Context: an optimization exercise on an open-source flow, tuned for small area, a short achievable clock period and few clock cycles. The choices shown serve that exercise and are no tape-out recipe. RTL that was checked went through simulation tests only; none was proved equivalent to the original. Power is estimated from default activity; no workload was simulated.

== oak ==
==> flow/design.v <==
module t1_crc16_byte (
    input  wire [15:0] crc_in,
    input  wire [7:0]  data,
    output reg  [15:0] crc_out
);
    integer i;
    always @* begin
        crc_out = crc_in ^ {8'h00, data};
        for (i = 0; i < 8; i = i + 1) begin
            if (crc_out[0])
                crc_out = (crc_out >> 1) ^ 16'h8408;
            else
                crc_out = crc_out >> 1;
        end
    end
endmodule
module t1_check_pcb (
    input  wire [7:0] pcb,
    input  wire       ns_slave,
    input  wire       ns_master,
    input  wire       orig_chained,
    input  wire [7:0] last_tx_pcb,
    output reg  [2:0] code
);
    wire is_i = !pcb[7];
    wire is_r = pcb[7] && !pcb[6];
    wire rsv_ok = is_i ? (pcb[4:0] == 5'd0) :
                  is_r ? (pcb[6:5] == 2'd0 && pcb[3:2] == 2'd0) :
                         !pcb[4];
    wire seq_ok = is_i ? (pcb[6] == ns_slave) :
                  is_r ? (orig_chained || (pcb[4] == ns_master)) :
                         1'b1;
    wire sent_s_req = (last_tx_pcb[7:6] == 2'b11) && !last_tx_pcb[5];
    wire match_ok   = !sent_s_req || (pcb == (last_tx_pcb | 8'h20));
    always @* begin
        if (!rsv_ok)        code = 3'd2;
        else if (!seq_ok)   code = 3'd4;
        else if (!match_ok) code = 3'd5;
        else                code = 3'd0;
    end
endmodule
module t1_check_len (
    input  wire [7:0] pcb,
    input  wire [7:0] len,
    output reg        len_ok
);
    always @* begin
        if (len == 8'd255)
            len_ok = 1'b0;
        else if (!pcb[7])
            len_ok = 1'b1;                  
        else if (!pcb[6])
            len_ok = (len == 8'd0);
        else begin
            case (pcb[3:0])
                4'h1, 4'h3: len_ok = (len == 8'd1);
                4'h0, 4'h2: len_ok = (len == 8'd0);
                4'hF:       len_ok = 1'b1;
                default:    len_ok = 1'b0;
            endcase
        end
    end
endmodule
module t1_tx_framer (
    input  wire       clk,
    input  wire       rst,
    input  wire       in_valid,
    output wire       in_ready,
    input  wire [7:0] in_data,
    input  wire       in_crc,
    output reg        out_valid,
    input  wire       out_ready,
    output reg  [7:0] out_data,
    output wire       out_last
);
    localparam S_NAD  = 3'd0;
    localparam S_PCB  = 3'd1;
    localparam S_LEN  = 3'd2;
    localparam S_DATA = 3'd3;
    localparam S_CK0  = 3'd4;
    localparam S_CK1  = 3'd5;
    reg  [2:0]  state;
    reg         use_crc;
    reg  [7:0]  remaining;
    reg  [15:0] acc;
    assign out_last = (state == S_NAD);
    wire out_free = !out_valid || out_ready;
    wire hdr      = !state[2];                
    assign in_ready = hdr && out_free;
    wire load_b   = in_valid && in_ready;
    wire load_ck  = !hdr && out_free;
    wire        mode = (state == S_NAD) ? in_crc : use_crc;
    wire [15:0] crc_next;
    t1_crc16_byte u_crc (.crc_in(acc), .data(in_data), .crc_out(crc_next));
    always @(posedge clk) begin
        if (rst) begin
            state     <= S_NAD;
            out_valid <= 1'b0;
            acc       <= 16'hFFFF;
        end else begin
            if (out_free)
                out_valid <= 1'b0;
            if (load_b) begin
                out_valid <= 1'b1;
                out_data  <= in_data;
                acc       <= mode ? crc_next : {acc[15:8], acc[7:0] ^ in_data};
                case (state)
                    S_NAD: begin
                        use_crc <= in_crc;
                        state   <= S_PCB;
                    end
                    S_PCB: state <= S_LEN;
                    S_LEN: begin
                        remaining <= in_data;
                        state     <= (in_data == 8'd0) ? S_CK0 : S_DATA;
                    end
                    default: begin
                        remaining <= remaining - 8'd1;
                        if (remaining == 8'd1)
                            state <= S_CK0;
                    end
                endcase
            end
            if (load_ck) begin
                out_valid <= 1'b1;
                out_data  <= ~acc[7:0];
                acc       <= {8'hFF, acc[15:8]};
                if (state == S_CK0 && use_crc) begin
                    state    <= S_CK1;
                end else begin
                    state    <= S_NAD;
                end
            end
        end
    end
endmodule
module t1_rx_deframer (
    input  wire        clk,
    input  wire        rst,
    input  wire        in_valid,
    output wire        in_ready,
    input  wire [7:0]  in_data,
    input  wire        in_crc,
    input  wire        ns_slave,
    input  wire        ns_master,
    input  wire        orig_chained,
    input  wire [7:0]  last_tx_pcb,
    output wire        data_valid,
    input  wire        data_ready,
    output wire [7:0]  data_out,
    output reg         stat_valid,
    input  wire        stat_ready,
    output reg  [7:0]  stat_nad,
    output reg  [7:0]  stat_pcb,
    output reg  [7:0]  stat_len,
    output wire [1:0]  stat_kind,
    output wire [15:0] stat_cksum,
    output reg  [2:0]  stat_code
);
    reg st_nad, st_pcb, st_len, st_data, st_drop, st_ck0, st_ck1;
    reg  [7:0]  h;
    reg         hv;
    reg         use_crc;
    reg  [7:0]  remaining;
    reg  [15:0] acc;
    assign stat_cksum = acc;
    assign stat_kind  = {stat_pcb[7] & stat_pcb[6], stat_pcb[7] & ~stat_pcb[6]};
    assign data_out   = h;
    assign data_valid = hv && st_data;
    wire stat_free = !stat_valid || stat_ready;
    wire cons = hv && (st_nad ? stat_free : st_data ? data_ready : 1'b1);
    assign in_ready = !hv || cons;
    wire last = (st_ck0 && !use_crc) || st_ck1;
    wire data_end = (remaining == 8'd1);
    wire        mode     = st_nad ? in_crc : use_crc;
    wire [15:0] acc_base = acc | {16{st_nad}};
    wire [15:0] crc_next;
    t1_crc16_byte u_crc (.crc_in(acc_base), .data(h), .crc_out(crc_next));
    wire [15:0] acc_next = mode ? crc_next : {acc_base[15:8], acc_base[7:0] ^ h};
    wire [2:0] pcb_code;
    t1_check_pcb u_chk_pcb (
        .pcb         (h),
        .ns_slave    (ns_slave),
        .ns_master   (ns_master),
        .orig_chained(orig_chained),
        .last_tx_pcb (last_tx_pcb),
        .code        (pcb_code)
    );
    wire len_ok;
    t1_check_len u_chk_len (.pcb(stat_pcb), .len(h), .len_ok(len_ok));
    wire ck_match = (h == ~acc[7:0]);
    always @(posedge clk) begin
        if (rst) begin
            hv         <= 1'b0;
            st_nad     <= 1'b1;
            st_pcb     <= 1'b0;
            st_len     <= 1'b0;
            st_data    <= 1'b0;
            st_drop    <= 1'b0;
            st_ck0     <= 1'b0;
            st_ck1     <= 1'b0;
            stat_valid <= 1'b0;
        end else begin
            if (in_ready) begin
                h  <= in_data;
                hv <= in_valid;
            end
            if (stat_valid && stat_ready)
                stat_valid <= 1'b0;
            if (cons) begin
                st_nad  <= last;
                st_pcb  <= st_nad;
                st_len  <= st_pcb;
                st_data <= (st_len && h != 8'd0) || (st_data && !data_end);
                st_drop <= st_data && data_end && (&stat_len);
                st_ck0  <= (st_len && h == 8'd0) || (st_data && data_end && !(&stat_len)) ||
                           st_drop;
                st_ck1  <= st_ck0 && use_crc;
                if (last)
                    stat_valid <= 1'b1;
            end
            if (cons && !(st_ck0 || st_ck1))
                acc <= acc_next;
            if (cons && st_nad) begin
                stat_nad <= h;
                use_crc  <= in_crc;
            end
            if (cons && st_pcb) begin
                stat_pcb  <= h;
                stat_code <= pcb_code;
            end
            if (cons && st_len) begin
                stat_len  <= h;
                remaining <= {h[7:1], h[0] & ~(&h)};
                if (stat_code != 3'd2 && !len_ok)
                    stat_code <= 3'd3;
            end
            if (cons && st_data) begin
                remaining  <= remaining - 8'd1;
            end
            if (cons && (st_ck0 || st_ck1)) begin
                acc <= use_crc ? {h, acc[15:8]} : {8'h00, h};
                if (!ck_match)
                    stat_code <= 3'd1;
            end
        end
    end
endmodule
module t1_codec (
    input  wire        clk,
    input  wire        rst,
    input  wire        tx_in_valid,
    output wire        tx_in_ready,
    input  wire [7:0]  tx_in_data,
    input  wire        tx_in_crc,
    output wire        tx_out_valid,
    input  wire        tx_out_ready,
    output wire [7:0]  tx_out_data,
    output wire        tx_out_last,
    input  wire        rx_in_valid,
    output wire        rx_in_ready,
    input  wire [7:0]  rx_in_data,
    input  wire        rx_in_crc,
    input  wire        rx_ns_slave,
    input  wire        rx_ns_master,
    input  wire        rx_orig_chained,
    input  wire [7:0]  rx_last_tx_pcb,
    output wire        rx_data_valid,
    input  wire        rx_data_ready,
    output wire [7:0]  rx_data,
    output wire        rx_stat_valid,
    input  wire        rx_stat_ready,
    output wire [7:0]  rx_stat_nad,
    output wire [7:0]  rx_stat_pcb,
    output wire [7:0]  rx_stat_len,
    output wire [1:0]  rx_stat_kind,
    output wire [15:0] rx_stat_cksum,
    output wire [2:0]  rx_stat_code
);
    t1_tx_framer u_tx (
        .clk      (clk),
        .rst      (rst),
        .in_valid (tx_in_valid),
        .in_ready (tx_in_ready),
        .in_data  (tx_in_data),
        .in_crc   (tx_in_crc),
        .out_valid(tx_out_valid),
        .out_ready(tx_out_ready),
        .out_data (tx_out_data),
        .out_last (tx_out_last)
    );
    t1_rx_deframer u_rx (
        .clk         (clk),
        .rst         (rst),
        .in_valid    (rx_in_valid),
        .in_ready    (rx_in_ready),
        .in_data     (rx_in_data),
        .in_crc      (rx_in_crc),
        .ns_slave    (rx_ns_slave),
        .ns_master   (rx_ns_master),
        .orig_chained(rx_orig_chained),
        .last_tx_pcb (rx_last_tx_pcb),
        .data_valid  (rx_data_valid),
        .data_ready  (rx_data_ready),
        .data_out    (rx_data),
        .stat_valid  (rx_stat_valid),
        .stat_ready  (rx_stat_ready),
        .stat_nad    (rx_stat_nad),
        .stat_pcb    (rx_stat_pcb),
        .stat_len    (rx_stat_len),
        .stat_kind   (rx_stat_kind),
        .stat_cksum  (rx_stat_cksum),
        .stat_code   (rx_stat_code)
    );
endmodule
clock: 4.0 ns
lec_check: 0
abc_area: 1
cap_margin: 20
core_margin: 2
core_utilization: 40
setup_slack_margin: 2.0
slew_margin: 20
buffer_ports_args: -buffer_cell sky130_fd_sc_hd__buf_2
cts_args: -sink_clustering_enable -repair_clock_nets -dont_use_dummy_load -sink_clustering_size 30 -sink_clustering_max_diameter 80 -buf_list {sky130_fd_sc_hd__clkbuf_4 sky130_fd_sc_hd__clkbuf_8}
standard.sh (not shown) runs the stock make flow with config.mk's settings and CLKGATE_MAP_FILE= SYNTH_SCRIPT=/design/flow/synth_recipe.tcl, a recipe that flattens the netlist after the stock synthesis.
==> flow/flow/run.sh <==
#!/bin/bash
# The standard layout, with plain buffers on the ports, sizing free to
# change a cell's footprint, and a clock tree of fewer, larger clusters
# without dummy loads.
set -euo pipefail
cat >> config.mk <<'MK'
export BUFFER_PORTS_ARGS = -buffer_cell sky130_fd_sc_hd__buf_2
export CTS_ARGS = -sink_clustering_enable -repair_clock_nets -dont_use_dummy_load -sink_clustering_size 30 -sink_clustering_max_diameter 80 -buf_list {sky130_fd_sc_hd__clkbuf_4 sky130_fd_sc_hd__clkbuf_8}
MK
bash standard.sh MATCH_CELL_FOOTPRINT=0 finish > standard.log 2>&1
Testbench counts of oak, summed over its fixed seeds: cycles 17,575.
The inputs of pine differ from those of oak as listed below.
-- flow/design.v --
<<< oak, line 72
    input  wire       out_ready,
    output reg  [7:0] out_data,
    output wire       out_last
);
    localparam S_NAD  = 3'd0;
>>> pine, line 72
    input  wire       out_ready,
    output reg  [7:0] out_data,
    output reg        out_last
);
    localparam S_NAD  = 3'd0;
<<< oak, line 84
    reg  [7:0]  remaining;
    reg  [15:0] acc;
    assign out_last = (state == S_NAD);
    wire out_free = !out_valid || out_ready;
    wire hdr      = !state[2];                
>>> pine, line 84
    reg  [7:0]  remaining;
    reg  [15:0] acc;
    wire out_free = !out_valid || out_ready;
    wire hdr      = !state[2];                
<<< oak, line 104
                out_valid <= 1'b1;
                out_data  <= in_data;
                acc       <= mode ? crc_next : {acc[15:8], acc[7:0] ^ in_data};
                case (state)
>>> pine, line 103
                out_valid <= 1'b1;
                out_data  <= in_data;
                out_last  <= 1'b0;
                acc       <= mode ? crc_next : {acc[15:8], acc[7:0] ^ in_data};
                case (state)
<<< oak, line 127
                acc       <= {8'hFF, acc[15:8]};
                if (state == S_CK0 && use_crc) begin
                    state    <= S_CK1;
                end else begin
                    state    <= S_NAD;
                end
>>> pine, line 127
                acc       <= {8'hFF, acc[15:8]};
                if (state == S_CK0 && use_crc) begin
                    out_last <= 1'b0;
                    state    <= S_CK1;
                end else begin
                    out_last <= 1'b1;
                    state    <= S_NAD;
                end
<<< oak, line 154
    output reg  [7:0]  stat_pcb,
    output reg  [7:0]  stat_len,
    output wire [1:0]  stat_kind,
    output wire [15:0] stat_cksum,
    output reg  [2:0]  stat_code
>>> pine, line 156
    output reg  [7:0]  stat_pcb,
    output reg  [7:0]  stat_len,
    output reg  [1:0]  stat_kind,
    output wire [15:0] stat_cksum,
    output reg  [2:0]  stat_code
<<< oak, line 165
    reg  [15:0] acc;
    assign stat_cksum = acc;
    assign stat_kind  = {stat_pcb[7] & stat_pcb[6], stat_pcb[7] & ~stat_pcb[6]};
    assign data_out   = h;
    assign data_valid = hv && st_data;
>>> pine, line 167
    reg  [15:0] acc;
    assign stat_cksum = acc;
    assign data_out   = h;
    assign data_valid = hv && st_data;
<<< oak, line 228
            if (cons && st_pcb) begin
                stat_pcb  <= h;
                stat_code <= pcb_code;
            end
>>> pine, line 229
            if (cons && st_pcb) begin
                stat_pcb  <= h;
                stat_kind <= {h[7] & h[6], h[7] & ~h[6]};
                stat_code <= pcb_code;
            end
[summary]
- Relative to oak, the number of buffers other than clock buffers in the final layout of pine is lower by 12.
- Synthesized cell count went up by a few percent going from oak to pine.
- Relative to oak, the filler-free cell count of the finished design measured on pine has increased slightly.
- Going from oak to pine, design area shows no meaningful change, share of the cycle needed by the critical path after routing shows an increase of 0.59 points, number of sinks driven by the clock tree shows an increase of about 3%, leakage power figure shows an increase of 0.017 nW.
Function not checked in pine: the RTL went through the layout flow alone.

## port drivers added, routing unchanged
How much do the figures lean on ideal ports? The routed layouts below were timed once more, with nothing changed but the port constraints.
Step 1 assumes that a clkbuf_16 drives the clock port and a buf_2 every other input.
Step 2 also shifts input and output timing later by t, the mid clock arrival at the registers, as if the neighbouring blocks saw the same clock.
Three values: ideal, step 1, step 2; two values: the first two.
run | shift t [ns] | setup WS [ns] | hold WS [ns] | clock arrival spread, ns | slew at the worst register clock pin (ns)
oak | 0.407 | 1.904 / 1.869 / 1.575 | 0.494 / 0.494 / 0.494 | 0.032 / 0.032 | 0.11 / 0.11
pine | 0.398 | 1.880 / 1.828 / 1.633 | 0.471 / 0.471 / 0.471 | 0.035 / 0.035 | 0.11 / 0.11
After both steps setup and hold are still met in every run listed. For oak, which loses most, drivers alone change the setup slack by -0.035 ns; drivers and shift together by -0.329 ns.
